This design comes from an exercise in tuning for small area, a short achievable clock period and few clock cycles per item on the open sky130 flow, not from production work. At most, simulation tests tie the RTL to the original design; equivalence was not proved. Power and IR drop assume default switching activity.

// securec_core
module securec_core (
    input  wire       clk,
    input  wire       rst,       
    input  wire       we,        
    input  wire [4:0] addr,      
    input  wire [7:0] wdata,     
    output reg  [7:0] rdata,     
    output reg        trig       
);
    localparam [1:0] ST_FIN  = 2'd0;    
    localparam [1:0] ST_MZ   = 2'd1;    
    localparam [1:0] ST_SQR  = 2'd2;    
    localparam [1:0] ST_MUL  = 2'd3;    
    reg [1:0] st;
    reg       done;
    reg       err_mz;
    reg       err_ill;
    reg [7:0] res;        
    reg       tag_exp;    
    reg       one;        
    reg [7:0] ib0, ib1, ib2, ib3, ib4, ib5, ib6, ib7;
    function [16:0] add16;
        input [15:0] x;
        input [15:0] y;
        reg [15:0] g, p, G, P;
        begin
            g = x & y;
            p = x | y;
            G = g; P = p;
            G[1] = G[1] | (P[1] & G[0]); P[1] = P[1] & P[0];
  ...
export LEC_CHECK = 0
export ABC_AREA = 1
export CAP_MARGIN = 20
export CORE_MARGIN = 2
export CORE_UTILIZATION = 40
export SLEW_MARGIN = 20
create_clock -name core_clock -period 38.0 [get_ports {clk}]
standard.sh (not shown) runs the stock make flow with config.mk's settings and CLKGATE_MAP_FILE= SYNTH_SCRIPT=/design/flow/synth_recipe.tcl, a recipe that flattens the netlist after the stock synthesis.
==> flow/flow/run.sh <==
#!/bin/bash
# The standard layout (standard.sh), with these changes of setting:
# - plain buffers (buf_2) on the input and output ports, not the delay
#   buffer that buffer_ports picks by default;
# - timing repair aimed at a setup slack of 22 ns, so that it works on the
#   paths of the period the design reaches, not only on the clock period;
# - clock tree from clkbuf_8 buffers, without dummy loads.
# The make output goes to standard.log; ORFS's own logs are under orfs/logs.
set -euo pipefail
bash standard.sh "BUFFER_PORTS_ARGS=-buffer_cell sky130_fd_sc_hd__buf_2" SETUP_SLACK_MARGIN=22 \
  "CTS_ARGS=-sink_clustering_enable -repair_clock_nets -buf_list sky130_fd_sc_hd__clkbuf_8 -dont_use_dummy_load" \
  finish > standard.log 2>&1
Testbench counts at the start, summed over its fixed seeds: cycles 15,360, cmds 1,280.
Edit:
--- a/flow/design.v
+++ b/flow/design.v
@@ -142,12 +142,34 @@
             c[13] = w83;
             s[14] = (a[7] & b[7]);
             c[14] = w84;
             mul8 = add16(s, c);
         end
     endfunction
+    function [9:0] sub9r;
+        input [8:0] x;
+        input [8:0] y;
+        reg [8:0] g, p, G, P;
+        begin
+            g = x & y;
+            p = x | y;
+            G = g; P = p;
+            G[0] = g[0] | p[0];
+            G[1] = G[1] | (P[1] & G[0]); P[1] = P[1] & P[0];
+            G[2] = G[2] | (P[2] & G[1]); P[2] = P[2] & P[1];
+            G[3] = G[3] | (P[3] & G[2]); P[3] = P[3] & P[2];
+            G[4] = G[4] | (P[4] & G[3]); P[4] = P[4] & P[3];
+            G[5] = G[5] | (P[5] & G[4]); P[5] = P[5] & P[4];
+            G[6] = G[6] | (P[6] & G[5]); P[6] = P[6] & P[5];
+            G[7] = G[7] | (P[7] & G[6]); P[7] = P[7] & P[6];
+            G[8] = G[8] | (P[8] & G[7]); P[8] = P[8] & P[7];
+            sub9r[0] = ~(x[0] ^ y[0]);
+            sub9r[8:1] = (x[8:1] ^ G[7:0]) ^ y[8:1];
+            sub9r[9] = ~G[8];
+        end
+    endfunction
     function [9:0] sub9;
         input [8:0] x;
         input [8:0] y;
         reg [8:0] g, p, G, P;
         begin
             g = x & y;
@@ -179,13 +201,12 @@
         reg [15:0] p;
         reg [9:0]  x, n3;
         reg [10:0] t1, t2, t3;
         reg [9:0]  u;
         begin
             p  = mul8(a, b);
-            n3 = {2'b00, n} + {1'b0, n, 1'b0};
             x  = {2'b00, p[15:8]};
             u  = {1'b0, x[7:0], p[7]};
             t1[9:0] = sub9(u[8:0], ~{1'b0, n});
             x  = t1[9] ? u : {1'b0, t1[8:0]};
             u  = {1'b0, x[7:0], p[6]};
             t1[9:0] = sub9(u[8:0], ~{1'b0, n});
@@ -194,22 +215,22 @@
             t1[9:0] = sub9(u[8:0], ~{1'b0, n});
             x  = t1[9] ? u : {1'b0, t1[8:0]};
             u  = {1'b0, x[7:0], p[4]};
             t1[9:0] = sub9(u[8:0], ~{1'b0, n});
             x  = t1[9] ? u : {1'b0, t1[8:0]};
             u  = {1'b0, x[7:0], p[3]};
-            t1[9:0] = sub9(u[8:0], ~{1'b0, n});
+            t1[9:0] = sub9r(u[8:0], ~{1'b0, n});
             x  = t1[9] ? u : {1'b0, t1[8:0]};
             u  = {1'b0, x[7:0], p[2]};
-            t1[9:0] = sub9(u[8:0], ~{1'b0, n});
+            t1[9:0] = sub9r(u[8:0], ~{1'b0, n});
             x  = t1[9] ? u : {1'b0, t1[8:0]};
             u  = {1'b0, x[7:0], p[1]};
-            t1[9:0] = sub9(u[8:0], ~{1'b0, n});
+            t1[9:0] = sub9r(u[8:0], ~{1'b0, n});
             x  = t1[9] ? u : {1'b0, t1[8:0]};
             u  = {1'b0, x[7:0], p[0]};
-            t1[9:0] = sub9(u[8:0], ~{1'b0, n});
+            t1[9:0] = sub9r(u[8:0], ~{1'b0, n});
             x  = t1[9] ? u : {1'b0, t1[8:0]};
             modmul = x[7:0];
         end
     endfunction
     wire       cmd_write = we && (addr == 5'h00) && !trig;
     wire [7:0] mul_a     = !trig ? 8'd1 : (st[0] ? res : ib0);
- The changed run finished with timing, DRC and antenna clean
- worst hold slack improved by 0.028 ns
- clock-buffer cell count stays the same
- wire length hardly moves
- total power drops by about 14%
- die area drops by about 8%
- cell area climbs by 6.4%
- setup slack got worse by 1.6 ns
- flip-flop and latch count is unchanged
- combinational power drops by about 18%
- register-to-register slack got worse by 3.7 ns
- sequential power hardly moves
The RTL of the second run of this note was laid out without a check of its function.

---

## build 4
securec_core, a different RTL version from the one above (not shown whole).
For scale: ~1,400 cells after synthesis, ~80 flip-flops, ~9400 um2 of cells after synthesis.
==> flow/design.v (excerpt) <==
module securec_core (
    input  wire       clk,
    input  wire       rst,       
    input  wire       we,        
    input  wire [4:0] addr,      
    input  wire [7:0] wdata,     
    output reg  [7:0] rdata,     
    output reg        trig       
);
Settings: LEC_CHECK=0, ABC_AREA=1, CAP_MARGIN=20, CORE_MARGIN=2, CORE_UTILIZATION=40, SLEW_MARGIN=20; clock period 38.0 ns.
Scripts as last shown in full above: flow/flow/run.sh
Testbench counts of build 4, summed over its fixed seeds: cycles 15,360, cmds 1,280.
What build 9 does differently from build 4 at the input level:
--- a/flow/design.v
+++ b/flow/design.v
@@ -141,14 +141,36 @@
             s[13] = w82;
             c[13] = w83;
             s[14] = (a[7] & b[7]);
             c[14] = w84;
             mul8 = add16(s, c);
         end
     endfunction
+    function [9:0] sub9r;
+        input [8:0] x;
+        input [8:0] y;
+        reg [8:0] g, p, G, P;
+        begin
+            g = x & y;
+            p = x | y;
+            G = g; P = p;
+            G[0] = g[0] | p[0];
+            G[1] = G[1] | (P[1] & G[0]); P[1] = P[1] & P[0];
+            G[2] = G[2] | (P[2] & G[1]); P[2] = P[2] & P[1];
+            G[3] = G[3] | (P[3] & G[2]); P[3] = P[3] & P[2];
+            G[4] = G[4] | (P[4] & G[3]); P[4] = P[4] & P[3];
+            G[5] = G[5] | (P[5] & G[4]); P[5] = P[5] & P[4];
+            G[6] = G[6] | (P[6] & G[5]); P[6] = P[6] & P[5];
+            G[7] = G[7] | (P[7] & G[6]); P[7] = P[7] & P[6];
+            G[8] = G[8] | (P[8] & G[7]); P[8] = P[8] & P[7];
+            sub9r[0] = ~(x[0] ^ y[0]);
+            sub9r[8:1] = (x[8:1] ^ G[7:0]) ^ y[8:1];
+            sub9r[9] = ~G[8];
+        end
+    endfunction
     function [9:0] sub9;
         input [8:0] x;
         input [8:0] y;
         reg [8:0] g, p, G, P;
         begin
             g = x & y;
             p = x | y;
@@ -178,15 +200,14 @@
         input [7:0] n;
         reg [15:0] p;
         reg [9:0]  x, n3;
         reg [10:0] t1, t2, t3;
         reg [9:0]  u;
         begin
             p  = mul8(a, b);
-            n3 = {2'b00, n} + {1'b0, n, 1'b0};
             x  = {2'b00, p[15:8]};
             u  = {1'b0, x[7:0], p[7]};
             t1[9:0] = sub9(u[8:0], ~{1'b0, n});
             x  = t1[9] ? u : {1'b0, t1[8:0]};
             u  = {1'b0, x[7:0], p[6]};
             t1[9:0] = sub9(u[8:0], ~{1'b0, n});
             x  = t1[9] ? u : {1'b0, t1[8:0]};
@@ -199,18 +220,18 @@
             u  = {1'b0, x[7:0], p[3]};
             t1[9:0] = sub9(u[8:0], ~{1'b0, n});
             x  = t1[9] ? u : {1'b0, t1[8:0]};
             u  = {1'b0, x[7:0], p[2]};
             t1[9:0] = sub9(u[8:0], ~{1'b0, n});
             x  = t1[9] ? u : {1'b0, t1[8:0]};
             u  = {1'b0, x[7:0], p[1]};
-            t1[9:0] = sub9(u[8:0], ~{1'b0, n});
+            t1[9:0] = sub9r(u[8:0], ~{1'b0, n});
             x  = t1[9] ? u : {1'b0, t1[8:0]};
             u  = {1'b0, x[7:0], p[0]};
-            t1[9:0] = sub9(u[8:0], ~{1'b0, n});
+            t1[9:0] = sub9r(u[8:0], ~{1'b0, n});
             x  = t1[9] ? u : {1'b0, t1[8:0]};
             modmul = x[7:0];
         end
     endfunction
     wire       cmd_write = we && (addr == 5'h00) && !trig;
     wire [7:0] mul_a     = !trig ? 8'd1 : (st[0] ? res : ib0);
     wire [7:0] mm        = modmul(mul_a, ib0, ib2);
@@ -281,15 +302,15 @@
                 end
                 ST_MZ: begin
                     trig   <= 1'b0;
                     err_mz <= 1'b1;
                 end
                 ST_SQR: begin
                     if (b01) begin
-                        if (one || !ib0[0]) res <= ib0;
+                        if (one || !ib0[0]) res <= mm;
                         trig <= 1'b0;
                         done <= 1'b1;
                     end else if (ib1[0]) begin
                         if (one) begin
                             res <= mm;
                             one <= 1'b0;
                             if (e_shr == 8'd0) begin
Results
- Build 9: wire length about 2.5% above build 4
- Of build 9 and build 4, build 9 shows the higher total leakage power, with build 4 below it.
- From build 4 to build 9, number of port buffers did not move at all.
- Compared to build 4, build 9 has portion of total power attributed to the clock network 0.3 points higher.
- Clock network latency to the later pin of the worst-skew pair of build 9 is on par with build 4.
For build 9, only the layout was checked, not whether the RTL still works.

==> what the ideal ports hide <==
No port has a modelled driver above. Below, the same layouts with a new extraction and two added sets of constraints.
Step 1 (the two cells are an assumption about what drives the block):
set clk [get_ports {clk}]
set_driving_cell -lib_cell sky130_fd_sc_hd__clkbuf_16 $clk
set_driving_cell -lib_cell sky130_fd_sc_hd__buf_2 [delete_from_list [all_inputs] $clk]
Step 2, shift: input delay + t, output delay - t, t = (earliest + latest rising clock arrival at the registers) / 2. This alone moves slack from input paths to output paths.
Slacks: ideal / step 1 / step 2; pairs: ideal / step 1.
run | t (ns) | setup slack, ns | worst setup path after step 2 | worst slew at a driven data input, ns | cell pins on the clock port's net
the first run of note 1 | 0.369 | 21.955 / 21.913 / 21.913 | input to output | 0.06 | 1
the second run of note 1 | 0.367 | 20.311 / 20.311 / 20.311 | register to register | 0.05 | 1
build 4 | 0.378 | 21.844 / 21.809 / 21.809 | input to output | 0.05 | 1
build 9 | 0.370 | 21.832 / 21.772 / 21.772 | input to output | 0.08 | 1
After both steps every run listed still meets setup and hold. The setup slack of build 9, which loses most, moves by -0.060 ns with the drivers and by -0.060 ns with both steps.
